This design comes from an exercise in tuning for a short achievable clock period and few clock cycles per item on the open sky130 flow, not from production work. The RTL was checked by simulation tests, not by an equivalence proof against the original design. Power is estimated from default activity; no workload was simulated.

==> flow/design.v <==
module x10_ctrl (
    input  wire [4:0] cam,
    input  wire       scan,
    input  wire [2:0] scnt,         
    input  wire [3:0] inact,        
    input  wire [2:0] scan_mult,
    input  wire [4:2] mx,
    input  wire       idle_scan,
    input  wire       idle_prio,
    input  wire [6:1] unit,
    input  wire       on,
    output reg  [4:0] n_cam,
    output reg        n_scan,
    output reg  [2:0] n_scnt,
    output reg  [3:0] n_inact,
    output reg        call,
    output wire [2:0] n_slot        
);
    localparam [3:0] INACT_LOAD = 4'd12;
    wire [4:0] ucam   = {unit[4:1], 1'b0};
    wire       u14    = |unit[4:1];
    wire       at_u   = |(cam & ucam);            
    wire       c_lo   = cam[0] | cam[1];
    wire       c_at_m = (mx[2] & cam[2]) | (mx[3] & cam[3]) | (mx[4] & cam[4]);
    wire [4:0] prev_c = {mx[4] & c_lo, cam[4] | (mx[3] & c_lo), cam[3] | (mx[2] & c_lo), cam[2], 1'b0};
    wire [4:0] next_c = {cam[3] & !mx[3], cam[2] & !mx[2], cam[1], cam[0] | c_at_m, 1'b0};
    always @(*) begin
        n_cam   = cam;
        n_scan  = scan;
        n_scnt  = scnt;
        n_inact = inact;
        call    = 1'b0;
        if (|unit)
            n_inact = INACT_LOAD;
        if (u14 && on) begin
            n_scan = 1'b0;
            if (!at_u) begin
                n_cam = ucam;
                call  = 1'b1;
            end
        end else if (u14 && at_u) begin
            if (idle_scan) begin
                if (!scan) begin
                    n_scan = 1'b1;
                    n_scnt = scan_mult;
                end
            end else if (idle_prio) begin
                n_scan = 1'b0;
                if (!cam[1]) begin
                    n_cam = 5'b00010;
                    call  = 1'b1;
                end
            end
        end else if (unit[5] && on) begin
            if (!scan) begin
                n_scan = 1'b1;
                n_scnt = scan_mult;
            end
        end else if (unit[5]) begin
            n_scan = 1'b0;
            if (!cam[0]) begin
                n_cam = 5'b00001;
                call  = 1'b1;
            end
        end else if (unit[6]) begin
            n_scan = 1'b0;
            n_cam  = on ? prev_c : next_c;
            call   = 1'b1;
        end
    end
    assign n_slot = {n_cam[4], n_cam[3] | n_cam[2], n_cam[3] | n_cam[1]};
endmodule
module x10_core (
    input  wire       clk,
    input  wire       rst,             
    input  wire       cfg_variant_b,   
    input  wire [2:0] cfg_sel,         
    input  wire [2:0] cfg_max,         
    input  wire [2:0] cfg_mult,        
    input  wire [3:0] cfg_house,       
    input  wire [1:0] cfg_idle,        
    input  wire       ev_valid,
    input  wire [1:0] ev_kind,         
    input  wire [7:0] ev_data,
    output wire       ev_ready,
    output reg        tx_valid,
    output reg  [7:0] tx_data,
    input  wire       tx_ready,
    output reg        od_valid,
    output reg  [2:0] od_slot,
    output reg  [2:0] mux_slot,
    output reg        rep_valid,
    output reg  [7:0] rep_byte,
    output reg        want_resync
);
    localparam EV_BYTE   = 2'd0;
    localparam EV_TICK   = 2'd1;
    localparam EV_RESYNC = 2'd2;
    localparam EV_RESUME = 2'd3;
    localparam IDLE_SCAN = 2'd0;
    localparam IDLE_PRIO = 2'd1;
    localparam M_READY  = 2'd0;    
    localparam M_TX     = 2'd1;    
    localparam M_EMIT   = 2'd2;    
    localparam M_REPLAY = 2'd3;    
    localparam A_IDLE    = 2'd0;
    localparam A_COLLECT = 2'd1;
    localparam A_DISCARD = 2'd2;
    localparam [3:0] RECOVERY_WINDOW = 4'd10;
    localparam [5:0] RESYNC_LAST     = 6'd59;    
    localparam [2:0] PRESCALE_LAST   = 3'd4;     
    localparam [3:0] INACT_LAST      = 4'd12;    
    function [3:0] raw_house_a(input [3:0] l);
        case (l)
            4'd0:  raw_house_a = 4'h6;  4'd1:  raw_house_a = 4'hE;
            4'd2:  raw_house_a = 4'h2;  4'd3:  raw_house_a = 4'hA;
            4'd4:  raw_house_a = 4'h1;  4'd5:  raw_house_a = 4'h9;
            4'd6:  raw_house_a = 4'h5;  4'd7:  raw_house_a = 4'hD;
            4'd8:  raw_house_a = 4'h7;  4'd9:  raw_house_a = 4'hF;
            4'd10: raw_house_a = 4'h3;  4'd11: raw_house_a = 4'hB;
            4'd12: raw_house_a = 4'h0;  4'd13: raw_house_a = 4'h8;
            4'd14: raw_house_a = 4'h4;  default: raw_house_a = 4'hC;
        endcase
    endfunction
    function [3:0] raw_house_b(input [3:0] l);
        case (l)
            4'd0:  raw_house_b = 4'h6;  4'd1:  raw_house_b = 4'h7;
            4'd2:  raw_house_b = 4'h4;  4'd3:  raw_house_b = 4'h5;
            4'd4:  raw_house_b = 4'h8;  4'd5:  raw_house_b = 4'h9;
            4'd6:  raw_house_b = 4'hA;  4'd7:  raw_house_b = 4'hB;
            4'd8:  raw_house_b = 4'hE;  4'd9:  raw_house_b = 4'hF;
            4'd10: raw_house_b = 4'hC;  4'd11: raw_house_b = 4'hD;
            4'd12: raw_house_b = 4'h0;  4'd13: raw_house_b = 4'h1;
            4'd14: raw_house_b = 4'h2;  default: raw_house_b = 4'h3;
        endcase
    endfunction
    function [6:1] dev_a(input [3:0] raw);
        case (raw)
            4'h6: dev_a = 6'b000001;
            4'hE: dev_a = 6'b000010;
            4'h2: dev_a = 6'b000100;
            4'hA: dev_a = 6'b001000;
            4'h1: dev_a = 6'b010000;
            4'h9: dev_a = 6'b100000;
            default: dev_a = 6'b000000;
        endcase
    endfunction
    function [6:0] unit_b(input [7:0] raw);
        case (raw)
            8'h00: unit_b = {1'b1, 6'b000001};
            8'h10: unit_b = {1'b1, 6'b000010};
            8'h08: unit_b = {1'b1, 6'b000100};
            8'h18: unit_b = {1'b1, 6'b001000};
            8'h40: unit_b = {1'b1, 6'b010000};
            8'h50: unit_b = {1'b1, 6'b100000};
            8'h20: unit_b = {1'b0, 6'b000001};
            8'h30: unit_b = {1'b0, 6'b000010};
            8'h28: unit_b = {1'b0, 6'b000100};
            8'h38: unit_b = {1'b0, 6'b001000};
            8'h60: unit_b = {1'b0, 6'b010000};
            8'h70: unit_b = {1'b0, 6'b100000};
            default: unit_b = 7'd0;
        endcase
    endfunction
    reg       variant_b;
    reg [3:0] raw_ha;           
    reg [3:0] raw_hb;           
    reg [4:2] max_cam;          
    reg [2:0] scan_mult;
    reg       idle_scan, idle_prio;
    reg [4:0] r_cam,   s_cam;
    reg       r_scan,  s_scan;
    reg [2:0] r_scnt,  s_scnt;
    reg [3:0] r_inact, s_inact;
    reg       rdy;
    reg       m_tx;             
    reg       m_emit;           
    reg       m_rep;            
    reg       a_idle, a_col, a_disc;
    reg [3:0] a_rem;            
    reg       a_last;           
    reg       a_first;          
    reg [7:0] a_mask;           
    reg [6:1] a_unit;           
    reg       a_dirty;          
    reg [5:0] resync_left;      
    reg [2:0] q_slot [0:7];
    reg [3:0] q_n;
    reg [2:0] q_ptr;
    reg [2:0] q_last;
    reg [6:0] e_act [0:7];
    reg [3:0] e_n;
    reg [3:0] rp_cnt;
    reg [4:0] b_pos;            
    reg       b_mine;           
    reg       b_hit;            
    reg [7:0] b_u;
    reg [6:1] b_unit;           
    reg       b_on;
    reg       dup_valid;
    reg [7:0] dup_value;
    reg [2:0] prescale_left;    
    reg [2:0] tx_left;
    assign ev_ready = rdy;
    wire [4:0] so_cam, sf_cam;
    wire [2:0] so_scnt, sf_scnt, so_slot, sf_slot;
    wire       so_scan, sf_scan, so_call, sf_call;
    wire [3:0] so_inact, sf_inact;
    x10_ctrl u_s_on (
        .cam(s_cam), .scan(s_scan), .scnt(s_scnt), .inact(s_inact),
        .scan_mult(scan_mult), .mx(max_cam), .idle_scan(idle_scan), .idle_prio(idle_prio),
        .unit(a_unit), .on(1'b1),
        .n_cam(so_cam), .n_scan(so_scan), .n_scnt(so_scnt), .n_inact(so_inact),
        .call(so_call), .n_slot(so_slot));
    x10_ctrl u_s_off (
        .cam(s_cam), .scan(s_scan), .scnt(s_scnt), .inact(s_inact),
        .scan_mult(scan_mult), .mx(max_cam), .idle_scan(idle_scan), .idle_prio(idle_prio),
        .unit(a_unit), .on(1'b0),
        .n_cam(sf_cam), .n_scan(sf_scan), .n_scnt(sf_scnt), .n_inact(sf_inact),
        .call(sf_call), .n_slot(sf_slot));
    wire [4:0] bb_cam;
    wire [2:0] bb_scnt, bb_slot;
    wire       bb_scan, bb_call;
    wire [3:0] bb_inact;
    x10_ctrl u_b (
        .cam(r_cam), .scan(r_scan), .scnt(r_scnt), .inact(r_inact),
        .scan_mult(scan_mult), .mx(max_cam), .idle_scan(idle_scan), .idle_prio(idle_prio),
        .unit(b_unit), .on(b_on),
        .n_cam(bb_cam), .n_scan(bb_scan), .n_scnt(bb_scnt), .n_inact(bb_inact),
        .call(bb_call), .n_slot(bb_slot));
    wire [6:0] rp_act = e_act[0];
    wire [4:0] rr_cam;
    wire [2:0] rr_scnt, rr_slot;
    wire       rr_scan, rr_call;
    wire [3:0] rr_inact;
    x10_ctrl u_rp (
        .cam(r_cam), .scan(r_scan), .scnt(r_scnt), .inact(r_inact),
        .scan_mult(scan_mult), .mx(max_cam), .idle_scan(idle_scan), .idle_prio(idle_prio),
        .unit(rp_act[5:0]), .on(rp_act[6]),
        .n_cam(rr_cam), .n_scan(rr_scan), .n_scnt(rr_scnt), .n_inact(rr_inact),
        .call(rr_call), .n_slot(rr_slot));
    wire [4:0] r_next = {r_cam[3] & !max_cam[3], r_cam[2] & !max_cam[2], r_cam[1],
                         r_cam[0] | (max_cam[2] & r_cam[2]) | (max_cam[3] & r_cam[3]) |
                         (max_cam[4] & r_cam[4]), 1'b0};
    reg [4:0] t_cam;
    reg [2:0] t_scnt;
    reg       t_scan, t_call;
    reg [3:0] t_inact;
    always @(*) begin
        t_cam   = r_cam;
        t_scan  = r_scan;
        t_scnt  = r_scnt;
        t_inact = r_inact;
        t_call  = 1'b0;
        if (r_scan) begin
            if (r_scnt == 3'd0) begin
                t_cam  = r_next;
                t_call = 1'b1;
                t_scnt = scan_mult;
            end else begin
                t_scnt = r_scnt - 3'd1;
            end
        end else begin
            if (r_inact == 4'd0) begin
                t_inact = INACT_LAST;
                if (idle_scan) begin
                    t_scan = 1'b1;
                    t_scnt = scan_mult;
                end else if (idle_prio && !r_cam[1]) begin
                    t_cam  = 5'b00010;
                    t_call = 1'b1;
                end
            end else begin
                t_inact = r_inact - 4'd1;
            end
        end
    end
    wire [2:0] t_slot = {t_cam[4], t_cam[3] | t_cam[2], t_cam[3] | t_cam[1]};
    wire       init_prio = (cfg_idle == IDLE_PRIO);
    wire [2:0] init_slot = init_prio ? 3'd1 : cfg_sel;
    wire [4:0] init_cam  = init_prio ? 5'b00010 : (5'b00001 << cfg_sel);
    wire accept   = ev_valid && rdy;
    wire k_byte   = (ev_kind == EV_BYTE);
    wire k_tick   = (ev_kind == EV_TICK);
    wire e_byte   = accept && k_byte;
    wire e_tick   = accept && k_tick;
    wire e_resync = accept && (ev_kind == EV_RESYNC);
    wire e_resume = accept && (ev_kind == EV_RESUME);
    wire load     = rst || e_resume;
    wire d_5a   = (ev_data == 8'h5A);
    wire d_a5   = (ev_data == 8'hA5);
    wire d_hi0  = (ev_data[7:4] == 4'h0);
    wire d_len  = d_hi0 && (ev_data[3:0] != 4'h0) && (ev_data[3:0] <= 4'h9);
    wire d_tx   = d_5a || d_a5 || (ev_data == 8'h00);
    wire d_rep  = !(d_tx || (ev_data == 8'h55) || d_len);
    wire d_on   = (ev_data[3:0] == 4'h2);
    wire d_off  = (ev_data[3:0] == 4'h3);
    wire d_mine = (ev_data[7:4] == raw_ha);
    wire d_act  = d_mine && (d_on || d_off);
    wire d_call = d_mine && ((d_on && so_call) || (d_off && sf_call));
    wire d_ad   = (ev_data == 8'hAD);
    wire c_pay    = a_col && !a_first;
    wire c_func   = c_pay && a_mask[0] && (|a_unit);     
    wire c_sfunc  = c_func && !a_dirty;                  
    wire c_addr   = c_pay && !a_mask[0];
    wire c_fe_cl  = c_pay && a_last && !a_dirty;         
    wire c_fe_dt  = c_pay && a_last && a_dirty;          
    wire c_q0     = (q_n != 4'd0);
    wire c_q1     = (q_n == 4'd1);
    wire c_q2     = (q_n >= 4'd2);
    wire c_e0     = (e_n != 4'd0);
    wire [6:1] p_dev = dev_a(ev_data[3:0]) & {2'b11, max_cam[4], max_cam[4] | max_cam[3], 2'b11};
    wire [2:0] p_slot = ev_data[0] ? sf_slot : so_slot;
    wire [6:0] u_dec = unit_b(ev_data);
    wire c_b4   = b_pos[4] && b_mine && !b_hit;
    wire c_slow = !variant_b || (prescale_left == 3'd0);
    wire ev_slow  = e_tick && c_slow;
    wire ev_b     = e_byte && c_b4 && d_ad;
    wire ev_fe    = e_byte && c_fe_cl;
    wire ev_sact  = e_byte && c_sfunc && d_act;
    wire tx_start = e_byte && a_idle && d_tx;
    wire fe_emit  = ev_fe && (c_q2 || (c_q1 && c_func && d_call));
    wire fe_rep   = e_byte && c_fe_dt && (c_e0 || (c_func && d_act));
    wire       f_act   = c_func && d_act;
    wire [4:0] f_cam   = f_act ? (ev_data[0] ? sf_cam   : so_cam)   : s_cam;
    wire       f_scan  = f_act ? (ev_data[0] ? sf_scan  : so_scan)  : s_scan;
    wire [2:0] f_scnt  = f_act ? (ev_data[0] ? sf_scnt  : so_scnt)  : s_scnt;
    wire [3:0] f_inact = f_act ? (ev_data[0] ? sf_inact : so_inact) : s_inact;
    always @(posedge clk) begin
        if (load) begin
            r_cam   <= init_cam;
            r_scan  <= (cfg_idle == IDLE_SCAN);
            r_scnt  <= cfg_mult;
            r_inact <= INACT_LAST;
        end else if (m_rep) begin
            r_cam   <= rr_cam;
            r_scan  <= rr_scan;
            r_scnt  <= rr_scnt;
            r_inact <= rr_inact;
        end else if (ev_slow) begin
            r_cam   <= t_cam;
            r_scan  <= t_scan;
            r_scnt  <= t_scnt;
            r_inact <= t_inact;
        end else if (ev_b) begin
            r_cam   <= bb_cam;
            r_scan  <= bb_scan;
            r_scnt  <= bb_scnt;
            r_inact <= bb_inact;
        end else if (ev_fe) begin
            r_cam   <= f_cam;
            r_scan  <= f_scan;
            r_scnt  <= f_scnt;
            r_inact <= f_inact;
        end
    end
    always @(posedge clk) begin
        if (!a_col) begin
            s_cam   <= r_cam;
            s_scan  <= r_scan;
            s_scnt  <= r_scnt;
            s_inact <= r_inact;
        end else if (ev_sact) begin
            s_cam   <= ev_data[0] ? sf_cam   : so_cam;
            s_scan  <= ev_data[0] ? sf_scan  : so_scan;
            s_scnt  <= ev_data[0] ? sf_scnt  : so_scnt;
            s_inact <= ev_data[0] ? sf_inact : so_inact;
        end
    end
    wire od_next = load || m_emit || (m_rep && rr_call) || (ev_slow && t_call) ||
                   (ev_b && bb_call) || (ev_fe && (c_q0 || (c_func && d_call)));
    reg [2:0] od_slot_d;
    always @(*) begin
        if (load)
            od_slot_d = init_slot;
        else if (m_emit)
            od_slot_d = q_slot[q_ptr];
        else if (m_rep)
            od_slot_d = rr_slot;
        else if (ev_kind[0])
            od_slot_d = t_slot;
        else if (variant_b)
            od_slot_d = bb_slot;
        else if (c_q0)
            od_slot_d = q_slot[0];
        else
            od_slot_d = p_slot;
    end
    always @(posedge clk) begin
        od_valid <= od_next;
        od_slot  <= od_slot_d;
        if (od_next)
            mux_slot <= od_slot_d;
    end
    always @(posedge clk) begin
        if (load) begin
            rdy    <= 1'b1;
            m_tx   <= 1'b0;
            m_emit <= 1'b0;
            m_rep  <= 1'b0;
        end else if (rdy) begin
            rdy    <= !(tx_start || fe_emit || fe_rep);
            m_tx   <= tx_start;
            m_emit <= fe_emit;
            m_rep  <= fe_rep;
        end else if (m_tx) begin
            if (tx_ready && tx_left == 3'd1) begin
                rdy  <= 1'b1;
                m_tx <= 1'b0;
            end
        end else if (m_emit) begin
            if (q_ptr == q_last) begin
                rdy    <= 1'b1;
                m_emit <= 1'b0;
            end
        end else begin
            if (rp_cnt == 4'd1) begin
                rdy   <= 1'b1;
                m_rep <= 1'b0;
            end
        end
    end
    always @(posedge clk) begin
        if (rst)
            tx_valid <= 1'b0;
        else if (tx_start)
            tx_valid <= 1'b1;
        else if (m_tx && tx_ready && tx_left == 3'd1)
            tx_valid <= 1'b0;
        if (!m_tx) begin
            tx_data <= d_5a ? 8'hC3 : d_a5 ? 8'h9B : 8'h00;
            tx_left <= d_a5 ? 3'd7 : 3'd1;
        end else if (tx_ready) begin
            tx_data <= 8'h00;
            tx_left <= tx_left - 3'd1;
        end
    end
    always @(posedge clk) begin
        rep_valid <= !rst && e_byte && a_idle && d_rep;
        rep_byte  <= ev_data;
    end
    integer i;
    always @(posedge clk) begin
        if (load) begin
            a_idle <= !cfg_variant_b;
            a_col  <= 1'b0;
            a_disc <= 1'b0;
            a_unit <= 6'd0;
        end else if (e_byte) begin
            if (a_idle && d_len) begin
                a_idle <= 1'b0;
                a_col  <= 1'b1;
            end else if (a_idle && d_rep) begin
                a_idle <= 1'b0;
                a_disc <= 1'b1;
            end else if ((a_col || a_disc) && a_last) begin
                a_idle <= 1'b1;
                a_col  <= 1'b0;
                a_disc <= 1'b0;
            end
            if (c_addr && d_mine)
                a_unit <= p_dev;
        end
        if (a_idle) begin
            a_rem  <= d_len ? ev_data[3:0] : RECOVERY_WINDOW;
            a_last <= d_len && (ev_data[3:0] == 4'd1);
        end else if (e_byte) begin
            a_rem  <= a_rem - 4'd1;
            a_last <= (a_rem == 4'd2);
        end
        if (a_idle)
            a_first <= 1'b1;
        else if (e_byte && a_col)
            a_first <= 1'b0;
        if (a_first)
            a_mask <= ev_data;
        else if (e_byte && c_pay)
            a_mask <= {1'b0, a_mask[7:1]};
        if (a_idle)
            a_dirty <= 1'b0;
        else if (e_tick && a_col)
            a_dirty <= 1'b1;
        if (a_idle)
            q_n <= 4'd0;
        else if (e_byte && c_sfunc && d_call)
            q_n <= q_n + 4'd1;
        if (c_pay)
            q_slot[q_n[2:0]] <= p_slot;
        if (!m_emit) begin
            q_ptr  <= 3'd1;
            q_last <= (c_func && d_call) ? q_n[2:0] : q_n[2:0] - 3'd1;
        end else begin
            q_ptr  <= q_ptr + 3'd1;
        end
        if (a_idle)
            e_n <= 4'd0;
        else if (e_byte && c_func && d_act)
            e_n <= e_n + 4'd1;
        if (m_rep) begin
            for (i = 0; i < 7; i = i + 1)
                e_act[i] <= e_act[i + 1];
        end else if (c_pay)
            e_act[e_n[2:0]] <= {d_on, a_unit};
        if (!m_rep)
            rp_cnt <= (c_func && d_act) ? e_n + 4'd1 : e_n;
        else
            rp_cnt <= rp_cnt - 4'd1;
        if (load) begin
            resync_left <= RESYNC_LAST;
            want_resync <= 1'b0;
        end else if (e_tick && !variant_b) begin
            if (resync_left == 6'd0) begin
                want_resync <= 1'b1;
                resync_left <= RESYNC_LAST;
            end else begin
                resync_left <= resync_left - 6'd1;
            end
        end else if (e_resync && a_idle)
            want_resync <= 1'b0;
    end
    always @(posedge clk) begin
        if (load)
            b_pos <= {4'b0000, cfg_variant_b};
        else if (e_byte && variant_b) begin
            b_pos[0] <= (b_pos[0] && ev_data != 8'hD5) || (b_pos[1] && ev_data != 8'hAA) || b_pos[4];
            b_pos[1] <= b_pos[0] && ev_data == 8'hD5;
            b_pos[2] <= b_pos[1] && ev_data == 8'hAA;
            b_pos[3] <= b_pos[2];
            b_pos[4] <= b_pos[3];
        end
        if (b_pos[2])
            b_mine <= (ev_data[7:4] == raw_hb);
        if (b_pos[3]) begin
            b_u    <= ev_data;
            b_on   <= u_dec[6];
            b_unit <= u_dec[5:0] & {2'b11, max_cam[4], max_cam[4] | max_cam[3], 2'b11};
        end
        if (b_pos[3])
            b_hit <= dup_valid && (dup_value == ev_data);
        else if (e_tick)
            b_hit <= 1'b0;
        if (load)
            dup_valid <= 1'b0;
        else if (e_tick)
            dup_valid <= 1'b0;
        else if (ev_b)
            dup_valid <= 1'b1;
        if (ev_b)
            dup_value <= b_u;
        if (load)
            prescale_left <= PRESCALE_LAST;
        else if (e_tick && variant_b)
            prescale_left <= (prescale_left == 3'd0) ? PRESCALE_LAST : prescale_left - 3'd1;
    end
    always @(posedge clk) begin
        if (load) begin
            variant_b <= cfg_variant_b;
            raw_ha    <= raw_house_a(cfg_house);
            raw_hb    <= raw_house_b(cfg_house);
            max_cam   <= {cfg_max == 3'd4, cfg_max == 3'd3, cfg_max == 3'd2};
            scan_mult <= cfg_mult;
            idle_scan <= (cfg_idle == IDLE_SCAN);
            idle_prio <= (cfg_idle == IDLE_PRIO);
        end
    end
endmodule
==> flow/run.sh <==
#!/bin/bash
# synth_recipe.tcl (not shown) runs the flow's synth.tcl, then flattens the netlist and writes it again
# the make line also repeats each setting of config.mk as NAME=value (left out here)
make -C /OpenROAD-flow-scripts/flow DESIGN_CONFIG=/design/flow/config.mk WORK_HOME=/design/flow/orfs CLKGATE_MAP_FILE= SYNTH_SCRIPT=/design/flow/synth_recipe.tcl finish
==> flow/config.mk <==
export PLATFORM = sky130hd
export DESIGN_NAME = x10_core
export DESIGN_NICKNAME = x10_core
export VERILOG_FILES = /design/flow/design.v
export SDC_FILE = /design/flow/constraint.sdc
export NUM_CORES = 4
export LEC_CHECK = 0
export CAP_MARGIN = 20
export CORE_MARGIN = 2
export CORE_UTILIZATION = 40
export SETUP_SLACK_MARGIN = 3.2
export SLEW_MARGIN = 20
==> flow/constraint.sdc <==
create_clock -name core_clock -period 5.0 [get_ports {clk}]
set_input_delay 1.0000 -clock core_clock [delete_from_list [all_inputs] [get_ports {clk}]]
set_output_delay 1.0000 -clock core_clock [all_outputs]
set_load 0.01 [all_outputs]
==> results of run 1 <==
[through the flow]
stage	utilization (%)	cell area (um2)	total power, W	setup slack, ns
5_1_grt	59.9	17800	0.00487	2.42
3_5_place_dp	44.6	13300	0.00257	1.15
4_1_cts	55.3	16400	0.00465	2.54
6_report	59.9	17800	0.00473	2.48
2_1_floorplan	-	12700	0.00244	2.38
3_3_place_gp	44.6	13300	0.00257	1.05
[cell type report]
| class | instances | share of cell area, % |
|---|---|---|
| Clock inverter | 11 | 0.640 |
| Timing Repair Buffer | 292 | 15.5 |
| Multi-Input combinational cell | 820 | 40.5 |
| Clock buffer | 37 | 4.30 |
| Tap cell | 390 | 2.74 |
| Inverter | 47 | 1.05 |
| Sequential cell | 229 | 35.3 |
[synthesized netlist by cell type, types with 7 or more instances]
master,count
a22oi_1,8
edfxtp_1,167
nand2b_1,17
and3_1,9
xnor2_1,19
nor2_1,98
mux2i_1,27
a21oi_1,69
o21ai_0,72
nor4_1,12
nor3_1,29
a211oi_1,11
nand2_1,132
and2_1,7
a31oi_1,14
inv_1,45
mux2_2,25
dfxtp_1,62
nand3_1,27
xor2_1,23
ha_1,22
nor3b_1,8
o211ai_1,9
buf_4,10
buf_2,18
nor2b_1,12
a21o_1,8
o21ai_1,15
clkbuf_1,44
[kinds of logic (layout without fill, tap and decap cells)]
family          count (synthesis)  in the layout  synth area share (%)
compound gates                283            283                  15.8
xor+xnor                       42             42                  3.04
fa+ha+maj                      22             22                  2.28
buf+inv                       123            387                  4.32
flops                         229            229                  51.7
mux                            58             58                  5.68
other cells                     1              2                0.0310
simple gates                  410            413                  17.2
[per-layer routing]
layer	GRT usage, %	vias to the layer above	wire length, um
met1	31.5	5310	15900
met2	38.5	630	18600
met5	0	-	0
li1	-	4826	-
met3	4.65	191	3570
met4	12.1	0	2390
[worst register-to-register path, stage by stage (launching register included)]
cell	delay (ns)
edfxtp_1	0.50
a222oi_1	0.47
and2_4	0.30
buf_6	0.13
buf_4	0.13
nand2_1	0.07
a32oi_2	0.30
o21ai_1	0.13
a211oi_2	0.19
[registers in the layout (all words and copies together), names as in the netlist, 6 cells and up]
register and flops:
rep_byte 8, a_mask 8, e_act 56, dup_value 8, b_unit 6, a_unit 6, b_u 8, resync_left 6
q_slot 24
[how the worst min path moves through the flow]
stage,endpoint,cells after the start
2_1_floorplan,dup_value[0],0
3_3_place_gp,dup_value[7],0
3_5_place_dp,dup_value[1],0
4_1_cts,dup_value[3],0
5_1_grt,dup_value[3],0
6_report,dup_value[3],0
[power groups by stage]
stage	Combinational, W	Clock (W)	Sequential, W
floorplan	0.000286	0	0.00215
global placement	0.000381	0	0.00219
detailed placement	0.000384	0	0.00219
CTS	0.000553	0.00197	0.00213
global route	0.000683	0.00205	0.00213
finish	0.000650	0.00195	0.00213
[repair_timing]
action,in CTS,in global routing
pin swaps,95,100
setup buffers,159,64
resized for setup,418,226
hold buffers,0,0
endpoints found under the setup margin,340,254
gates cloned,5,1
==> flow_summary.json, run 1 <==
{
  "max_freq_mhz": 397,
  "slowest_stage": "edfxtp_1",
  "crit_buf_inv": 2,
  "fin_crit_sh_pct": 50.3,
  "layout_commonest_cell": "edfxtp_1",
  "p_per_area_nw_per_um2": 266,
  "grtUsageTotal_pct": 24.2,
  "crit_family": "compound AO/OA/AOI/OAI gates",
  "ys_ff_latch": 229,
  "cp-endpoint": "r_cam[0]",
  "status": "no timing/DRC/antenna violations",
  "power.switching_w": 0.00119,
  "die_w_um": 178,
  "r2r_slack_ns": 2.48,
  "drive_gt1_share_pct": 46.3,
  "synthFlopType": "edfxtp_1",
  "worst-path-stages": 8,
  "io_pins": 57,
  "stdcell_count": 1826,
  "synth_edf_count": 167,
  "yosysWarnings": 2,
  "mostFrequentLayoutCells": "edfxtp_1 (167), buf_4 (148), nand2_1 (98)",
  "worstRegToRegCells": 8,
  "drc": 0,
  "grt_pass1_wl_um": 59400,
  "layout_min_cycle_time_ns": 2.52,
  "p_sw_share_pct": 25.1,
  "grt_pass1_vias": 10500,
  "async_reset_ff_share_pct": 0,
  "clkLatencyLatePin_ns": 0.54,
  "grt_start_max_net_pins": 30,
  "worstPathCellList": "a222oi_1 -> and2_4 -> buf_6 -> buf_4 -> nand2_1 -> a32oi_2 -> o21ai_1 -> a211oi_2",
  "place_inst": 1549,
  "slowest_delay_ns": 0.50,
  "nets": 1468,
  "syn_area_um2": 12100,
  "fin_setup_tns_ns": 0,
  "dr_total_vias": 11000,
  "start_kind": "flip-flop",
  "regArea_um2": 6290,
  "power_frac_seq_pct": 45.0,
  "numPortBuffers": 54,
  "antenna_found_initial": 0,
  "combPwrFrac_pct": 13.7,
  "ant_nets": 0,
  "clk_path_buf_depth": 3,
  "gp_congestion": 0.969,
  "std_cell_rows": 63,
  "dieHeight_um": 178,
  "drt-initial-drc-count": 1302,
  "cts_htree_levels": 1,
  "gr-total-overflow": 0,
  "fillers": 2278,
  "end_kind": "flip-flop",
  "worstPathMaxFanout": 4,
  "timing.rr.end": "r_cam[0]",
  "drt_pre_antenna_iters": 6,
  "drt_wl_total_um": 40500,
  "p_leak_nw": 6.77,
  "r2r-start": "e_act[0][1]",
  "syn_to_final_growth_pct": 47.1,
  "cts_root_buf": "clkbuf_16",
  "critical_path_arrival_ns": 2.75,
  "post_synth_num_cell_types": 101,
  "yosysTopAreaCell": "edfxtp_1",
  "min_path_type": "flip-flop to flip-flop",
  "min_from": "b_u[3]",
  "finClkSkew_ns": 0.0155,
  "startpoint": "e_act[0][1]",
  "final_max_slew_viol_count": 0,
  "hold_violations": 0,
  "synthCells": 1168,
  "p_int_w": 0.00355,
  "syn_area_per_cell_um2": 10.4,
  "worst_ep_required_time_ns": 5.23,
  "initial_core_util_pct": 40.7,
  "synth.top_cells.by_area": "edfxtp_1 (41%), dfxtp_1 (10%), nand2_1 (4.1%), nor2_1 (3.0%), o21ai_0 (3.0%)",
  "core_um2": 29700,
  "wl_per_cell_um": 22.2,
  "clock_power_share_pct": 41.2,
  "cap_violations": 0,
  "cts-buffers-inserted": 26,
  "crit_type": "flip-flop to flip-flop",
  "rsz0062_at_grt": "yes",
  "dp.final_hpwl_um": 24000,
  "cts.reportedPaths.clkPinSlew_ns": 0.07,
  "via_per_inst": 6.00,
  "multi_input_area_um2": 7210,
  "relSlewSlack_pct": 31.4,
  "finalSetupViolCount": 0,
  "peakVddDrop_mv": 0.206,
  "yosysSeqAreaShare_pct": 51.7,
  "tritoncts": "yes",
  "yosysTopAreaCellShare_pct": 41.5,
  "hold_ws_ns": 0.414,
  "cts_sinks": 229,
  "fp.dieArea_um2": 31600,
  "tightest_slew_ns": 1.03,
  "n_antenna_cell": 0
}
Testbench counts, summed over its fixed seeds: cycles 24,602, events 24,000.
==> run 2: changes to the inputs <==
--- a/flow/design.v
+++ b/flow/design.v
@@ -70,6 +70,56 @@
     end
     assign n_slot = {n_cam[4], n_cam[3] | n_cam[2], n_cam[3] | n_cam[1]};
 endmodule
+module x10_tick (
+    input  wire [4:0] cam,
+    input  wire       scan,
+    input  wire [2:0] scnt,
+    input  wire [3:0] inact,
+    input  wire [2:0] scan_mult,
+    input  wire [4:2] mx,
+    input  wire       idle_scan,
+    input  wire       idle_prio,
+    output reg  [4:0] n_cam,
+    output reg        n_scan,
+    output reg  [2:0] n_scnt,
+    output reg  [3:0] n_inact,
+    output reg        call,
+    output wire [2:0] n_slot
+);
+    localparam [3:0] INACT_LOAD = 4'd12;
+    wire [4:0] next_c = {cam[3] & !mx[3], cam[2] & !mx[2], cam[1],
+                         cam[0] | (mx[2] & cam[2]) | (mx[3] & cam[3]) | (mx[4] & cam[4]), 1'b0};
+    always @(*) begin
+        n_cam   = cam;
+        n_scan  = scan;
+        n_scnt  = scnt;
+        n_inact = inact;
+        call    = 1'b0;
+        if (scan) begin
+            if (scnt == 3'd0) begin
+                n_cam  = next_c;
+                call   = 1'b1;
+                n_scnt = scan_mult;
+            end else begin
+                n_scnt = scnt - 3'd1;
+            end
+        end else begin
+            if (inact == 4'd0) begin
+                n_inact = INACT_LOAD;
+                if (idle_scan) begin
+                    n_scan = 1'b1;
+                    n_scnt = scan_mult;
+                end else if (idle_prio && !cam[1]) begin
+                    n_cam = 5'b00010;
+                    call  = 1'b1;
+                end
+            end else begin
+                n_inact = inact - 4'd1;
+            end
+        end
+    end
+    assign n_slot = {n_cam[4], n_cam[3] | n_cam[2], n_cam[3] | n_cam[1]};
+endmodule
 module x10_core (
     input  wire       clk,
     input  wire       rst,             
@@ -168,14 +218,16 @@
     reg [4:2] max_cam;          
     reg [2:0] scan_mult;
     reg       idle_scan, idle_prio;
-    reg [4:0] r_cam,   s_cam;
-    reg       r_scan,  s_scan;
-    reg [2:0] r_scnt,  s_scnt;
-    reg [3:0] r_inact, s_inact;
+    reg [4:0] r_cam,   k_cam;
+    reg       r_scan,  k_scan;
+    reg [2:0] r_scnt,  k_scnt;
+    reg [3:0] r_inact, k_inact;
     reg       rdy;
     reg       m_tx;             
     reg       m_emit;           
     reg       m_rep;            
+    reg       rp_run;           
+    reg       rp_pend;          
     reg       a_idle, a_col, a_disc;
     reg [3:0] a_rem;            
     reg       a_last;           
@@ -207,13 +259,13 @@
     wire       so_scan, sf_scan, so_call, sf_call;
     wire [3:0] so_inact, sf_inact;
     x10_ctrl u_s_on (
-        .cam(s_cam), .scan(s_scan), .scnt(s_scnt), .inact(s_inact),
+        .cam(r_cam), .scan(r_scan), .scnt(r_scnt), .inact(r_inact),
         .scan_mult(scan_mult), .mx(max_cam), .idle_scan(idle_scan), .idle_prio(idle_prio),
         .unit(a_unit), .on(1'b1),
         .n_cam(so_cam), .n_scan(so_scan), .n_scnt(so_scnt), .n_inact(so_inact),
         .call(so_call), .n_slot(so_slot));
     x10_ctrl u_s_off (
-        .cam(s_cam), .scan(s_scan), .scnt(s_scnt), .inact(s_inact),
+        .cam(r_cam), .scan(r_scan), .scnt(r_scnt), .inact(r_inact),
         .scan_mult(scan_mult), .mx(max_cam), .idle_scan(idle_scan), .idle_prio(idle_prio),
         .unit(a_unit), .on(1'b0),
         .n_cam(sf_cam), .n_scan(sf_scan), .n_scnt(sf_scnt), .n_inact(sf_inact),
@@ -239,43 +291,27 @@
         .unit(rp_act[5:0]), .on(rp_act[6]),
         .n_cam(rr_cam), .n_scan(rr_scan), .n_scnt(rr_scnt), .n_inact(rr_inact),
         .call(rr_call), .n_slot(rr_slot));
-    wire [4:0] r_next = {r_cam[3] & !max_cam[3], r_cam[2] & !max_cam[2], r_cam[1],
-                         r_cam[0] | (max_cam[2] & r_cam[2]) | (max_cam[3] & r_cam[3]) |
-                         (max_cam[4] & r_cam[4]), 1'b0};
-    reg [4:0] t_cam;
-    reg [2:0] t_scnt;
-    reg       t_scan, t_call;
-    reg [3:0] t_inact;
-    always @(*) begin
-        t_cam   = r_cam;
-        t_scan  = r_scan;
-        t_scnt  = r_scnt;
-        t_inact = r_inact;
-        t_call  = 1'b0;
-        if (r_scan) begin
-            if (r_scnt == 3'd0) begin
-                t_cam  = r_next;
-                t_call = 1'b1;
-                t_scnt = scan_mult;
-            end else begin
-                t_scnt = r_scnt - 3'd1;
-            end
-        end else begin
-            if (r_inact == 4'd0) begin
-                t_inact = INACT_LAST;
-                if (idle_scan) begin
-                    t_scan = 1'b1;
-                    t_scnt = scan_mult;
-                end else if (idle_prio && !r_cam[1]) begin
-                    t_cam  = 5'b00010;
-                    t_call = 1'b1;
-                end
-            end else begin
-                t_inact = r_inact - 4'd1;
-            end
-        end
-    end
-    wire [2:0] t_slot = {t_cam[4], t_cam[3] | t_cam[2], t_cam[3] | t_cam[1]};
+    wire [4:0] tr_cam, tk_cam;
+    wire [2:0] tr_scnt, tk_scnt, tr_slot, tk_slot;
+    wire       tr_scan, tk_scan, tr_call, tk_call;
+    wire [3:0] tr_inact, tk_inact;
+    x10_tick u_tr (
+        .cam(r_cam), .scan(r_scan), .scnt(r_scnt), .inact(r_inact),
+        .scan_mult(scan_mult), .mx(max_cam), .idle_scan(idle_scan), .idle_prio(idle_prio),
+        .n_cam(tr_cam), .n_scan(tr_scan), .n_scnt(tr_scnt), .n_inact(tr_inact),
+        .call(tr_call), .n_slot(tr_slot));
+    x10_tick u_tk (
+        .cam(k_cam), .scan(k_scan), .scnt(k_scnt), .inact(k_inact),
+        .scan_mult(scan_mult), .mx(max_cam), .idle_scan(idle_scan), .idle_prio(idle_prio),
+        .n_cam(tk_cam), .n_scan(tk_scan), .n_scnt(tk_scnt), .n_inact(tk_inact),
+        .call(tk_call), .n_slot(tk_slot));
+    wire       t_k     = a_col && !a_dirty;
+    wire [4:0] t_cam   = t_k ? tk_cam   : tr_cam;
+    wire       t_scan  = t_k ? tk_scan  : tr_scan;
+    wire [2:0] t_scnt  = t_k ? tk_scnt  : tr_scnt;
+    wire [3:0] t_inact = t_k ? tk_inact : tr_inact;
+    wire       t_call  = t_k ? tk_call  : tr_call;
+    wire [2:0] t_slot  = t_k ? tk_slot  : tr_slot;
     wire       init_prio = (cfg_idle == IDLE_PRIO);
     wire [2:0] init_slot = init_prio ? 3'd1 : cfg_sel;
     wire [4:0] init_cam  = init_prio ? 5'b00010 : (5'b00001 << cfg_sel);
@@ -321,18 +357,13 @@
     wire tx_start = e_byte && a_idle && d_tx;
     wire fe_emit  = ev_fe && (c_q2 || (c_q1 && c_func && d_call));
     wire fe_rep   = e_byte && c_fe_dt && (c_e0 || (c_func && d_act));
-    wire       f_act   = c_func && d_act;
-    wire [4:0] f_cam   = f_act ? (ev_data[0] ? sf_cam   : so_cam)   : s_cam;
-    wire       f_scan  = f_act ? (ev_data[0] ? sf_scan  : so_scan)  : s_scan;
-    wire [2:0] f_scnt  = f_act ? (ev_data[0] ? sf_scnt  : so_scnt)  : s_scnt;
-    wire [3:0] f_inact = f_act ? (ev_data[0] ? sf_inact : so_inact) : s_inact;
     always @(posedge clk) begin
         if (load) begin
             r_cam   <= init_cam;
             r_scan  <= (cfg_idle == IDLE_SCAN);
             r_scnt  <= cfg_mult;
             r_inact <= INACT_LAST;
-        end else if (m_rep) begin
+        end else if (rp_run) begin
             r_cam   <= rr_cam;
             r_scan  <= rr_scan;
             r_scnt  <= rr_scnt;
@@ -347,50 +378,40 @@
             r_scan  <= bb_scan;
             r_scnt  <= bb_scnt;
             r_inact <= bb_inact;
-        end else if (ev_fe) begin
-            r_cam   <= f_cam;
-            r_scan  <= f_scan;
-            r_scnt  <= f_scnt;
-            r_inact <= f_inact;
+        end else if (ev_sact) begin
+            r_cam   <= ev_data[0] ? sf_cam   : so_cam;
+            r_scan  <= ev_data[0] ? sf_scan  : so_scan;
+            r_scnt  <= ev_data[0] ? sf_scnt  : so_scnt;
+            r_inact <= ev_data[0] ? sf_inact : so_inact;
         end
     end
     always @(posedge clk) begin
         if (!a_col) begin
-            s_cam   <= r_cam;
-            s_scan  <= r_scan;
-            s_scnt  <= r_scnt;
-            s_inact <= r_inact;
-        end else if (ev_sact) begin
-            s_cam   <= ev_data[0] ? sf_cam   : so_cam;
-            s_scan  <= ev_data[0] ? sf_scan  : so_scan;
-            s_scnt  <= ev_data[0] ? sf_scnt  : so_scnt;
-            s_inact <= ev_data[0] ? sf_inact : so_inact;
+            k_cam   <= r_cam;
+            k_scan  <= r_scan;
+            k_scnt  <= r_scnt;
+            k_inact <= r_inact;
         end
     end
-    wire od_next = load || m_emit || (m_rep && rr_call) || (ev_slow && t_call) ||
+    wire od_next = load || m_emit || rp_pend || (ev_slow && t_call) ||
                    (ev_b && bb_call) || (ev_fe && (c_q0 || (c_func && d_call)));
-    reg [2:0] od_slot_d;
-    always @(*) begin
-        if (load)
-            od_slot_d = init_slot;
-        else if (m_emit)
-            od_slot_d = q_slot[q_ptr];
-        else if (m_rep)
-            od_slot_d = rr_slot;
-        else if (ev_kind[0])
-            od_slot_d = t_slot;
-        else if (variant_b)
-            od_slot_d = bb_slot;
-        else if (c_q0)
-            od_slot_d = q_slot[0];
-        else
-            od_slot_d = p_slot;
-    end
+    wire [2:0] r_slot   = {r_cam[4], r_cam[3] | r_cam[2], r_cam[3] | r_cam[1]};
+    wire       f_act    = c_func && d_act;
+    wire [2:0] slot_b   = (c_b4 && d_ad) ? bb_slot : mux_slot;
+    wire [2:0] slot_a   = !c_fe_cl ? mux_slot : c_q0 ? q_slot[0] : f_act ? p_slot : mux_slot;
+    wire [2:0] slot_t   = c_slow ? t_slot : mux_slot;
+    wire [2:0] slot_ev  = (ev_kind == EV_TICK)   ? slot_t :
+                          (ev_kind == EV_RESUME) ? init_slot :
+                          (ev_kind == EV_RESYNC) ? mux_slot :
+                          variant_b ? slot_b : slot_a;
+    wire [2:0] slot_d   = rst ? init_slot :
+                          m_emit ? q_slot[q_ptr] :
+                          m_rep ? r_slot :
+                          (ev_valid && rdy) ? slot_ev : mux_slot;
     always @(posedge clk) begin
         od_valid <= od_next;
-        od_slot  <= od_slot_d;
-        if (od_next)
-            mux_slot <= od_slot_d;
+        od_slot  <= slot_d;
+        mux_slot <= slot_d;
     end
     always @(posedge clk) begin
         if (load) begin
@@ -414,13 +435,22 @@
                 m_emit <= 1'b0;
             end
         end else begin
-            if (rp_cnt == 4'd1) begin
+            if (!rp_run) begin
                 rdy   <= 1'b1;
                 m_rep <= 1'b0;
             end
         end
     end
     always @(posedge clk) begin
+        if (load)
+            rp_run <= 1'b0;
+        else if (rdy)
+            rp_run <= fe_rep;
+        else if (rp_run && rp_cnt == 4'd1)
+            rp_run <= 1'b0;
+        rp_pend <= !load && rp_run && rr_call;
+    end
+    always @(posedge clk) begin
         if (rst)
             tx_valid <= 1'b0;
         else if (tx_start)
==> flow_summary.json, run 2 <==
{
  "stdcell_count": 1815,
  "max_freq_mhz": 391,
  "io_pins": 57,
  "layout_commonest_cell": "edfxtp_1",
  "yosysWarnings": 3,
  "layout_min_cycle_time_ns": 2.56,
  "yosysSeqAreaShare_pct": 50.2,
  "syn_area_per_cell_um2": 10.2,
  "syn_to_final_growth_pct": 37.7,
  "via_per_inst": 5.82,
  "multi_input_area_um2": 7050,
  "drc": 0,
  "place_inst": 1593,
  "tritoncts": "yes",
  "grt_pass1_wl_um": 58600,
  "ys_ff_latch": 228,
  "antenna_found_initial": 0,
  "final_max_slew_viol_count": 0,
  "dp.final_hpwl_um": 24500,
  "largest_register_ffs": 56,
  "cts_sinks": 228,
  "finClkSkew_ns": 0.0161,
  "rsz0062_at_grt": "yes",
  "fp.dieArea_um2": 32500,
  "fin_setup_tns_ns": 0,
  "fillers": 2540,
  "crit_type": "flip-flop to flip-flop",
  "p_leak_nw": 6.46,
  "cap_violations": 0,
  "finalSetupViolCount": 0,
  "start_kind": "flip-flop",
  "fin_crit_sh_pct": 51.2,
  "drt-initial-drc-count": 940,
  "synth.top_cells.by_area": "edfxtp_1 (40%), dfxtp_1 (9.8%), nand2_1 (3.8%), nor2_1 (3.0%), ha_1 (2.5%)",
  "drive_gt1_share_pct": 38.1,
  "slowest_stage": "a311oi_4",
  "drt_pre_antenna_iters": 5,
  "yosysMostFrequentCell": "edfxtp_1",
  "grt_start_max_net_pins": 33,
  "final_cell_area_um2": 17100,
  "nets": 1455,
  "clk_path_buf_depth": 3,
  "clkLatencyLatePin_ns": 0.54,
  "crit_family": "compound AO/OA/AOI/OAI gates",
  "status": "no timing/DRC/antenna violations",
  "peakVddDrop_mv": 0.156,
  "yosysTopAreaCell": "edfxtp_1",
  "gr-total-overflow": 0,
  "end_kind": "flip-flop",
  "std_cell_rows": 64,
  "core_um2": 30600,
  "cts_root_buf": "clkbuf_16",
  "critical_path_arrival_ns": 2.90,
  "ant_nets": 0,
  "synthFlopType": "edfxtp_1",
  "top_register": "e_act",
  "cts-buffers-inserted": 25,
  "n_antenna_cell": 0,
  "worst_ep_required_time_ns": 5.34,
  "worstPathCellList": "inv_1 -> ha_2 -> and3b_2 -> a311oi_4 -> a222oi_1 -> buf_4 -> buf_4 -> a211o_1 -> a41o_1 -> o41ai_2",
  "grt_pass1_vias": 10400,
  "crit_buf_inv": 3,
  "dr_total_vias": 10600,
  "cpMostUsedCell": "buf_4",
  "mostFrequentLayoutCells": "edfxtp_1 (167), buf_4 (139), nand2_1 (100)",
  "wl_per_cell_um": 21.1,
  "grtUsageTotal_pct": 22.6,
  "initial_core_util_pct": 40.6,
  "dieHeight_um": 180,
  "synth_edf_count": 167,
  "tightest_slew_ns": 0.877,
  "cts-hold-fix-buffers": 0,
  "syn_area_um2": 12400,
  "hold_violations": 0,
  "min_path_type": "flip-flop to flip-flop",
  "worstPathMaxFanout": 5,
  "slowest_delay_ns": 0.42,
  "p_per_area_nw_per_um2": 268,
  "drt_wl_total_um": 38300,
  "regArea_um2": 6270,
  "async_reset_ff_share_pct": 0,
  "yosysTopAreaCellShare_pct": 40.4,
  "numPortBuffers": 54,
  "relSlewSlack_pct": 41.4,
  "synthCells": 1213,
  "post_synth_num_cell_types": 95,
  "gp_congestion": 0.917,
  "cts.reportedPaths.clkPinSlew_ns": 0.06,
  "die_w_um": 180,
  "cts_htree_levels": 1,
  "synth_commonest_cells": "edfxtp_1 (167), nand2_1 (125), nor2_1 (100), a21oi_1 (62), dfxtp_1 (61)",
  "place_area_um2": 13600
}
[run 2: path summary, 6_finish.rpt]
path	start	to	slack (ns)	cells past startpoint
hold reg to reg	b_u[6]	dup_value[6]	0.42	0
hold / removal	b_u[6]	dup_value[6]	0.42	0
setup reg to reg	r_scnt[1]	mux_slot[1]	2.44	10
setup / recovery	r_scnt[1]	mux_slot[1]	2.44	10
[run 2: through the flow]
step	setup slack [ns]	total power, W	hold slack [ns]	util, %
6_report	2.44	0.00458	0.418	55.9
5_1_grt	2.40	0.00473	0.423	55.9
4_1_cts	2.49	0.00454	0.419	52.8
3_5_place_dp	1.12	0.00261	0.405	44.5
3_3_place_gp	1.25	0.00260	0.401	44.5
2_1_floorplan	2.39	0.00247	0.400	-
[run 2: kinds of logic after synthesis]
kind of cell	count (synthesis)	share of synthesized area (%)
buf+inv	142	4.90
xor+xnor	44	3.10
other cells	1	0.0302
simple gates	433	17.8
compound gates	284	16.1
fa+ha+maj	25	2.52
mux	56	5.35
flops	228	50.2
[run 2: metal layers]
layer / GRT usage (%) / vias to the layer above / share of wire (%)
li1: - / 4886 / -
met5: 0 / - / 0
met1: 29.9 / 5120 / 42
met2: 36.0 / 440 / 46
met3: 4.79 / 115 / 8.3
met4: 9.97 / 0 / 4.3
[run 2: worst reg2reg max path, stage by stage, from the launching register on]
cell      delay [ns]
edfxtp_1        0.37
inv_1           0.07
ha_2            0.21
and3b_2         0.27
a311oi_4        0.42
a222oi_1        0.14
buf_4           0.17
buf_4           0.13
a211o_1         0.27
a41o_1          0.26
o41ai_2         0.06
[run 2: timing repair]
item,CTS,global route
setup buffers,119,52
setup endpoints to repair,328,205
cloned,4,1
gates resized for setup,386,121
pin swaps,69,69
[run 2: area by class of cell]
| class | instances | area share (%) |
|---|---|---|
| multi-input cells | 845 | 41.2 |
| flip-flops and latches | 228 | 36.7 |
| repair buffers | 241 | 13.0 |
| clock buffers | 32 | 3.99 |
| well taps | 396 | 2.90 |
| inverters | 58 | 1.44 |
| clock inverters | 14 | 0.702 |
| repair inverters | 1 | 0.0512 |
[run 2: power breakdown]
group | switching [W] | internal [W] | leakage, nW
sequential | 0.0000439 | 0.00207 | 2.07
clock | 0.000768 | 0.00106 | 0.396
combinational | 0.000349 | 0.000290 | 4.00
Testbench counts of run 2, summed over its fixed seeds: cycles 24,651, events 24,000.
==> run 3: changes to the inputs <==
--- a/flow/design.v
+++ b/flow/design.v
@@ -9,12 +9,12 @@
     input  wire       idle_prio,
     input  wire [6:1] unit,
     input  wire       on,
-    output reg  [4:0] n_cam,
-    output reg        n_scan,
-    output reg  [2:0] n_scnt,
-    output reg  [3:0] n_inact,
-    output reg        call,
-    output wire [2:0] n_slot        
+    output wire [4:0] n_cam,
+    output wire       n_scan,
+    output wire [2:0] n_scnt,
+    output wire [3:0] n_inact,
+    output wire       call,
+    output wire [2:0] call_slot
 );
     localparam [3:0] INACT_LOAD = 4'd12;
     wire [4:0] ucam   = {unit[4:1], 1'b0};
@@ -24,51 +24,24 @@
     wire       c_at_m = (mx[2] & cam[2]) | (mx[3] & cam[3]) | (mx[4] & cam[4]);
     wire [4:0] prev_c = {mx[4] & c_lo, cam[4] | (mx[3] & c_lo), cam[3] | (mx[2] & c_lo), cam[2], 1'b0};
     wire [4:0] next_c = {cam[3] & !mx[3], cam[2] & !mx[2], cam[1], cam[0] | c_at_m, 1'b0};
-    always @(*) begin
-        n_cam   = cam;
-        n_scan  = scan;
-        n_scnt  = scnt;
-        n_inact = inact;
-        call    = 1'b0;
-        if (|unit)
-            n_inact = INACT_LOAD;
-        if (u14 && on) begin
-            n_scan = 1'b0;
-            if (!at_u) begin
-                n_cam = ucam;
-                call  = 1'b1;
-            end
-        end else if (u14 && at_u) begin
-            if (idle_scan) begin
-                if (!scan) begin
-                    n_scan = 1'b1;
-                    n_scnt = scan_mult;
-                end
-            end else if (idle_prio) begin
-                n_scan = 1'b0;
-                if (!cam[1]) begin
-                    n_cam = 5'b00010;
-                    call  = 1'b1;
-                end
-            end
-        end else if (unit[5] && on) begin
-            if (!scan) begin
-                n_scan = 1'b1;
-                n_scnt = scan_mult;
-            end
-        end else if (unit[5]) begin
-            n_scan = 1'b0;
-            if (!cam[0]) begin
-                n_cam = 5'b00001;
-                call  = 1'b1;
-            end
-        end else if (unit[6]) begin
-            n_scan = 1'b0;
-            n_cam  = on ? prev_c : next_c;
-            call   = 1'b1;
-        end
-    end
-    assign n_slot = {n_cam[4], n_cam[3] | n_cam[2], n_cam[3] | n_cam[1]};
+    wire sel_u   = u14 & on;                      
+    wire policy  = u14 & !on & at_u;              
+    wire sel_1   = policy & idle_prio;            
+    wire sel_0   = unit[5] & !on;                 
+    wire sel_p   = unit[6] & on;                  
+    wire sel_n   = unit[6] & !on;                 
+    wire any_sel = sel_u | sel_1 | sel_0 | unit[6];
+    wire en_scan = (unit[5] & on) | (policy & idle_scan);    
+    assign n_cam   = ({5{sel_u}} & ucam) | ({5{sel_1}} & 5'b00010) | ({5{sel_0}} & 5'b00001) |
+                     ({5{sel_p}} & prev_c) | ({5{sel_n}} & next_c) | ({5{!any_sel}} & cam);
+    assign n_scan  = !any_sel & (scan | en_scan);
+    assign n_scnt  = (en_scan & !scan) ? scan_mult : scnt;
+    assign n_inact = (|unit) ? INACT_LOAD : inact;
+    assign call    = (sel_u & !at_u) | (sel_1 & !cam[1]) | (sel_0 & !cam[0]) | unit[6];
+    wire [2:0] u_slot = {unit[4], unit[3] | unit[2], unit[3] | unit[1]};
+    wire [2:0] p_slot = {prev_c[4], prev_c[3] | prev_c[2], prev_c[3] | prev_c[1]};
+    wire [2:0] n_slot = {next_c[4], next_c[3] | next_c[2], next_c[3] | next_c[1]};
+    assign call_slot = u14 ? (on ? u_slot : 3'd1) : unit[5] ? 3'd0 : on ? p_slot : n_slot;
 endmodule
 module x10_tick (
     input  wire [4:0] cam,
@@ -79,46 +52,26 @@
     input  wire [4:2] mx,
     input  wire       idle_scan,
     input  wire       idle_prio,
-    output reg  [4:0] n_cam,
-    output reg        n_scan,
-    output reg  [2:0] n_scnt,
-    output reg  [3:0] n_inact,
-    output reg        call,
-    output wire [2:0] n_slot
+    output wire [4:0] n_cam,
+    output wire       n_scan,
+    output wire [2:0] n_scnt,
+    output wire [3:0] n_inact,
+    output wire       call,
+    output wire [2:0] call_slot
 );
     localparam [3:0] INACT_LOAD = 4'd12;
     wire [4:0] next_c = {cam[3] & !mx[3], cam[2] & !mx[2], cam[1],
                          cam[0] | (mx[2] & cam[2]) | (mx[3] & cam[3]) | (mx[4] & cam[4]), 1'b0};
-    always @(*) begin
-        n_cam   = cam;
-        n_scan  = scan;
-        n_scnt  = scnt;
-        n_inact = inact;
-        call    = 1'b0;
-        if (scan) begin
-            if (scnt == 3'd0) begin
-                n_cam  = next_c;
-                call   = 1'b1;
-                n_scnt = scan_mult;
-            end else begin
-                n_scnt = scnt - 3'd1;
-            end
-        end else begin
-            if (inact == 4'd0) begin
-                n_inact = INACT_LOAD;
-                if (idle_scan) begin
-                    n_scan = 1'b1;
-                    n_scnt = scan_mult;
-                end else if (idle_prio && !cam[1]) begin
-                    n_cam = 5'b00010;
-                    call  = 1'b1;
-                end
-            end else begin
-                n_inact = inact - 4'd1;
-            end
-        end
-    end
-    assign n_slot = {n_cam[4], n_cam[3] | n_cam[2], n_cam[3] | n_cam[1]};
+    wire step    = scan & (scnt == 3'd0);         
+    wire idle    = !scan & (inact == 4'd0);       
+    wire sel_1   = idle & idle_prio;
+    wire en_scan = idle & idle_scan;
+    assign n_cam   = step ? next_c : sel_1 ? 5'b00010 : cam;
+    assign n_scan  = scan | en_scan;
+    assign n_scnt  = (step | en_scan) ? scan_mult : scan ? scnt - 3'd1 : scnt;
+    assign n_inact = scan ? inact : idle ? INACT_LOAD : inact - 4'd1;
+    assign call    = step | (sel_1 & !cam[1]);
+    assign call_slot = scan ? {next_c[4], next_c[3] | next_c[2], next_c[3] | next_c[1]} : 3'd1;
 endmodule
 module x10_core (
     input  wire       clk,
@@ -263,13 +216,13 @@
         .scan_mult(scan_mult), .mx(max_cam), .idle_scan(idle_scan), .idle_prio(idle_prio),
         .unit(a_unit), .on(1'b1),
         .n_cam(so_cam), .n_scan(so_scan), .n_scnt(so_scnt), .n_inact(so_inact),
-        .call(so_call), .n_slot(so_slot));
+        .call(so_call), .call_slot(so_slot));
     x10_ctrl u_s_off (
         .cam(r_cam), .scan(r_scan), .scnt(r_scnt), .inact(r_inact),
         .scan_mult(scan_mult), .mx(max_cam), .idle_scan(idle_scan), .idle_prio(idle_prio),
         .unit(a_unit), .on(1'b0),
         .n_cam(sf_cam), .n_scan(sf_scan), .n_scnt(sf_scnt), .n_inact(sf_inact),
-        .call(sf_call), .n_slot(sf_slot));
+        .call(sf_call), .call_slot(sf_slot));
     wire [4:0] bb_cam;
     wire [2:0] bb_scnt, bb_slot;
     wire       bb_scan, bb_call;
@@ -279,7 +232,7 @@
         .scan_mult(scan_mult), .mx(max_cam), .idle_scan(idle_scan), .idle_prio(idle_prio),
         .unit(b_unit), .on(b_on),
         .n_cam(bb_cam), .n_scan(bb_scan), .n_scnt(bb_scnt), .n_inact(bb_inact),
-        .call(bb_call), .n_slot(bb_slot));
+        .call(bb_call), .call_slot(bb_slot));
     wire [6:0] rp_act = e_act[0];
     wire [4:0] rr_cam;
     wire [2:0] rr_scnt, rr_slot;
@@ -290,7 +243,7 @@
         .scan_mult(scan_mult), .mx(max_cam), .idle_scan(idle_scan), .idle_prio(idle_prio),
         .unit(rp_act[5:0]), .on(rp_act[6]),
         .n_cam(rr_cam), .n_scan(rr_scan), .n_scnt(rr_scnt), .n_inact(rr_inact),
-        .call(rr_call), .n_slot(rr_slot));
+        .call(rr_call), .call_slot(rr_slot));
     wire [4:0] tr_cam, tk_cam;
     wire [2:0] tr_scnt, tk_scnt, tr_slot, tk_slot;
     wire       tr_scan, tk_scan, tr_call, tk_call;
@@ -299,12 +252,12 @@
         .cam(r_cam), .scan(r_scan), .scnt(r_scnt), .inact(r_inact),
         .scan_mult(scan_mult), .mx(max_cam), .idle_scan(idle_scan), .idle_prio(idle_prio),
         .n_cam(tr_cam), .n_scan(tr_scan), .n_scnt(tr_scnt), .n_inact(tr_inact),
-        .call(tr_call), .n_slot(tr_slot));
+        .call(tr_call), .call_slot(tr_slot));
     x10_tick u_tk (
         .cam(k_cam), .scan(k_scan), .scnt(k_scnt), .inact(k_inact),
         .scan_mult(scan_mult), .mx(max_cam), .idle_scan(idle_scan), .idle_prio(idle_prio),
         .n_cam(tk_cam), .n_scan(tk_scan), .n_scnt(tk_scnt), .n_inact(tk_inact),
-        .call(tk_call), .n_slot(tk_slot));
+        .call(tk_call), .call_slot(tk_slot));
     wire       t_k     = a_col && !a_dirty;
     wire [4:0] t_cam   = t_k ? tk_cam   : tr_cam;
     wire       t_scan  = t_k ? tk_scan  : tr_scan;
@@ -396,22 +349,27 @@
     wire od_next = load || m_emit || rp_pend || (ev_slow && t_call) ||
                    (ev_b && bb_call) || (ev_fe && (c_q0 || (c_func && d_call)));
     wire [2:0] r_slot   = {r_cam[4], r_cam[3] | r_cam[2], r_cam[3] | r_cam[1]};
-    wire       f_act    = c_func && d_act;
-    wire [2:0] slot_b   = (c_b4 && d_ad) ? bb_slot : mux_slot;
-    wire [2:0] slot_a   = !c_fe_cl ? mux_slot : c_q0 ? q_slot[0] : f_act ? p_slot : mux_slot;
-    wire [2:0] slot_t   = c_slow ? t_slot : mux_slot;
-    wire [2:0] slot_ev  = (ev_kind == EV_TICK)   ? slot_t :
+    wire [2:0] mux_b    = (c_b4 && d_ad && bb_call) ? bb_slot : mux_slot;
+    wire [2:0] mux_a    = !c_fe_cl ? mux_slot : c_q0 ? q_slot[0] : (c_func && d_call) ? p_slot : mux_slot;
+    wire [2:0] mux_t    = (c_slow && t_call) ? t_slot : mux_slot;
+    wire [2:0] mux_ev   = (ev_kind == EV_TICK)   ? mux_t :
                           (ev_kind == EV_RESUME) ? init_slot :
                           (ev_kind == EV_RESYNC) ? mux_slot :
-                          variant_b ? slot_b : slot_a;
-    wire [2:0] slot_d   = rst ? init_slot :
+                          variant_b ? mux_b : mux_a;
+    wire [2:0] mux_d    = rst ? init_slot :
                           m_emit ? q_slot[q_ptr] :
                           m_rep ? r_slot :
-                          (ev_valid && rdy) ? slot_ev : mux_slot;
+                          (ev_valid && rdy) ? mux_ev : mux_slot;
+    wire [2:0] od_ev    = (ev_kind == EV_TICK)   ? t_slot :
+                          (ev_kind == EV_RESUME) ? init_slot :
+                          variant_b ? bb_slot : c_q0 ? q_slot[0] : p_slot;
+    wire [2:0] od_d     = rst ? init_slot :
+                          m_emit ? q_slot[q_ptr] :
+                          m_rep ? r_slot : od_ev;
     always @(posedge clk) begin
         od_valid <= od_next;
-        od_slot  <= slot_d;
-        mux_slot <= slot_d;
+        od_slot  <= od_d;
+        mux_slot <= mux_d;
     end
     always @(posedge clk) begin
         if (load) begin
--- a/flow/config.mk
+++ b/flow/config.mk
@@ -5,8 +5,9 @@
 export SDC_FILE = /design/flow/constraint.sdc
 export NUM_CORES = 4
 export LEC_CHECK = 0
+export ABC_AREA = 1
 export CAP_MARGIN = 20
 export CORE_MARGIN = 2
 export CORE_UTILIZATION = 40
-export SETUP_SLACK_MARGIN = 3.2
+export SETUP_SLACK_MARGIN = 3.0
 export SLEW_MARGIN = 20
==> flow_summary.json, run 3 <==
{
  "status": "no timing/DRC/antenna violations",
  "clkLatencyLatePin_ns": 0.56,
  "drive_gt1_share_pct": 30.2,
  "p_leak_nw": 6.75,
  "relSlewSlack_pct": 53.7,
  "gp_congestion": 0.940,
  "slowest_stage": "edfxtp_1",
  "worstPathCellList": "buf_2",
  "peakVddDrop_mv": 0.240,
  "grtUsageTotal_pct": 22.6,
  "startpoint": "tx_data[1]",
  "min_path_type": "flip-flop to flip-flop",
  "synthCells": 1423,
  "grt_pass1_vias": 9989,
  "dp.final_hpwl_um": 25000,
  "layout_commonest_cell": "nand2_1",
  "drt_pre_antenna_iters": 5,
  "tritoncts": "yes",
  "io_pins": 57,
  "finalSetupViolCount": 0,
  "mostFrequentLayoutCells": "nand2_1 (311), edfxtp_1 (167), buf_4 (126)",
  "grt_start_max_net_pins": 26,
  "r2r-start": "r_cam[2]",
  "async_reset_ff_share_pct": 0,
  "syn_area_per_cell_um2": 8.54,
  "synthFlopType": "edfxtp_1",
  "synth.top_cells.by_area": "edfxtp_1 (41%), nand2_1 (11%), dfxtp_1 (11%), inv_1 (4.5%), nor2_1 (4.1%)",
  "antenna_found_initial": 0,
  "dr_total_vias": 10800,
  "top_register": "e_act",
  "wl_per_cell_um": 18.2,
  "cts_root_buf": "clkbuf_16",
  "syn_area_um2": 12200,
  "min_from": "b_u[2]",
  "grt_pass1_wl_um": 55200,
  "yosysTopAreaCellShare_pct": 41.3,
  "fin_setup_tns_ns": 0,
  "synth_edf_count": 167,
  "whs_path_depth": 0,
  "fin_crit_sh_pct": 42.1,
  "cts-buffers-inserted": 26,
  "start_kind": "flip-flop",
  "die_w_um": 178,
  "p_per_area_nw_per_um2": 276,
  "via_per_inst": 5.30,
  "cts.reportedPaths.clkPinSlew_ns": 0.06,
  "tightest_slew_ns": 0.693,
  "post_synth_num_cell_types": 60,
  "yosysMostFrequentCell": "nand2_1",
  "rsz0062_at_grt": "yes",
  "layout_min_cycle_time_ns": 2.10,
  "cts_htree_levels": 1,
  "fp.dieArea_um2": 31800,
  "syn_to_final_growth_pct": 34.0,
  "crit_family": "flip-flops",
  "ant_nets": 0,
  "yosysWarnings": 1,
  "nets": 1675,
  "synth_commonest_cells": "nand2_1 (372), edfxtp_1 (167), inv_1 (147), nor2_1 (132), o21ai_0 (90)",
  "final.setup.worst_slack_ns": 2.90,
  "dp_slack_ns": 1.16,
  "final_core_utilization_pct": 54.6,
  "slowest_delay_ns": 0.39,
  "drc": 0,
  "finClkSkew_ns": 0.0258,
  "end_kind": "output pin",
  "ys_ff_latch": 231,
  "crit_buf_inv": 1,
  "hold_violations": 0,
  "largest_register_ffs": 56,
  "worstPathMaxFanout": 3,
  "gr-total-overflow": 0,
  "clk_path_buf_depth": 3,
  "yosysTopAreaCell": "edfxtp_1",
  "drt-initial-drc-count": 822,
  "critical_path_arrival_ns": 1.10,
  "cap_violations": 0,
  "numPortBuffers": 54,
  "max_freq_mhz": 475,
  "std_cell_rows": 63,
  "crit_type": "flip-flop to output pin",
  "final_max_slew_viol_count": 0,
  "worstRegToRegCells": 15,
  "initial_core_util_pct": 40.8,
  "dieHeight_um": 178,
  "worst-path-stages": 1,
  "cts_sinks": 231,
  "yosysSeqAreaShare_pct": 51.8,
  "worst_ep_required_time_ns": 4.00,
  "core_um2": 29800,
  "drt_wl_total_um": 37000
}
run 3: cell types whose count changed in the layout (fill, tap and decap cells not counted), sizes merged, moves of 23 or more:
| cell | change |
|---|---|
| buf | -36 |
| nand2 | +253 |
| nor2 | +49 |
| nand3 | +48 |
| inv | +98 |
| o21ai | +37 |
| mux2i | -27 |
| a21oi | +23 |
| nand2b | -28 |
| mux2 | -23 |
run 3: power breakdown:
| part | internal [W] | switching (W) | total, W |
|---|---|---|---|
| clock | 0.00104 | 0.000768 | 0.00181 |
| combinational | 0.000225 | 0.000320 | 0.000545 |
| sequential | 0.00210 | 0.0000377 | 0.00214 |
| total | 0.00337 | 0.00113 | 0.00449 |
run 3: logic make-up after synthesis:
logic type,Yosys count,synth area share [%]
other cells,1,0.0309
buf+inv,215,7.29
compound gates,261,12.5
simple gates,664,23.9
fa+ha+maj,26,2.68
xor+xnor,25,1.80
flops,231,51.8
run 3: metal layers:
layer	wire length [um]	global-route usage (%)	vias up	share of wire [%]
li1	-	-	5218	-
met1	16000	30.3	5102	43
met2	17200	36.9	351	47
met3	2130	3.35	93	5.8
met4	1600	9.28	0	4.3
met5	0	0	-	0
run 3: stage by stage:
step	area, um2	instances	power, W	hold WS (ns)
finish	16300	2030	0.00449	0.416
global route	16300	2029	0.00464	0.422
CTS	14900	1957	0.00444	0.418
detailed placement	13200	1828	0.00255	0.405
global placement	13200	1828	0.00255	0.402
floorplan	12500	1424	0.00241	0.400
run 3: final timing paths:
check,endpoint,slack [ns]
min,dup_value[2],0.42
max,tx_data[0],2.90
min reg2reg,dup_value[2],0.42
max reg2reg,mux_slot[2],2.93
run 3: timing repair:
item	4_1_cts	5_1_grt
hold buffers	0	0
hold endpoints to repair	0	0
setup endpoints to repair	295	164
pin swaps	43	64
gates cloned	3	2
resized for setup	292	200
setup buffers	78	70
run 3: area by class of cell:
| class | count | area, um2 |
|---|---|---|
| Clock inverter | 8 | 92.6 |
| Multi-Input combinational cell | 980 | 5940 |
| Timing Repair inverter | 1 | 5.00 |
| Fill cell | 2669 | 13500 |
| Inverter | 172 | 822 |
| Clock buffer | 40 | 713 |
| Sequential cell | 231 | 6330 |
| Tap cell | 390 | 488 |
| Antenna cell | 1 | 2.50 |
| Timing Repair Buffer | 207 | 1880 |
Testbench counts of run 3, summed over its fixed seeds: cycles 24,651, events 24,000.

afterwards: timing with drivers on the ports:
In the flow no input, the clock included, has a driving cell. The finished layouts below were timed again as built, in two steps. Step 1: set_driving_cell puts a clkbuf_16 on clk and a buf_2 on each other input, an assumption about the parent block. Step 2 also shifts input and output timing later by t, the mid clock arrival at the registers, as if the neighbouring blocks saw the same clock. a / b / c = ideal ports / drivers / drivers and shift; a / b = the first two.
run	t, ns	slack for setup (ns)	worst slew at a driven data input, ns	cell pins on the clock port's net
run 1	0.579	2.483 / 2.483 / 1.964	0.07	1
run 2	0.589	2.442 / 2.442 / 2.125	0.10	1
run 3	0.594	2.896 / 2.845 / 2.347	0.11	1
After both steps every run listed still meets setup and hold. For run 3, which loses most, drivers alone change the setup slack by -0.051 ns; drivers and shift together by -0.549 ns.
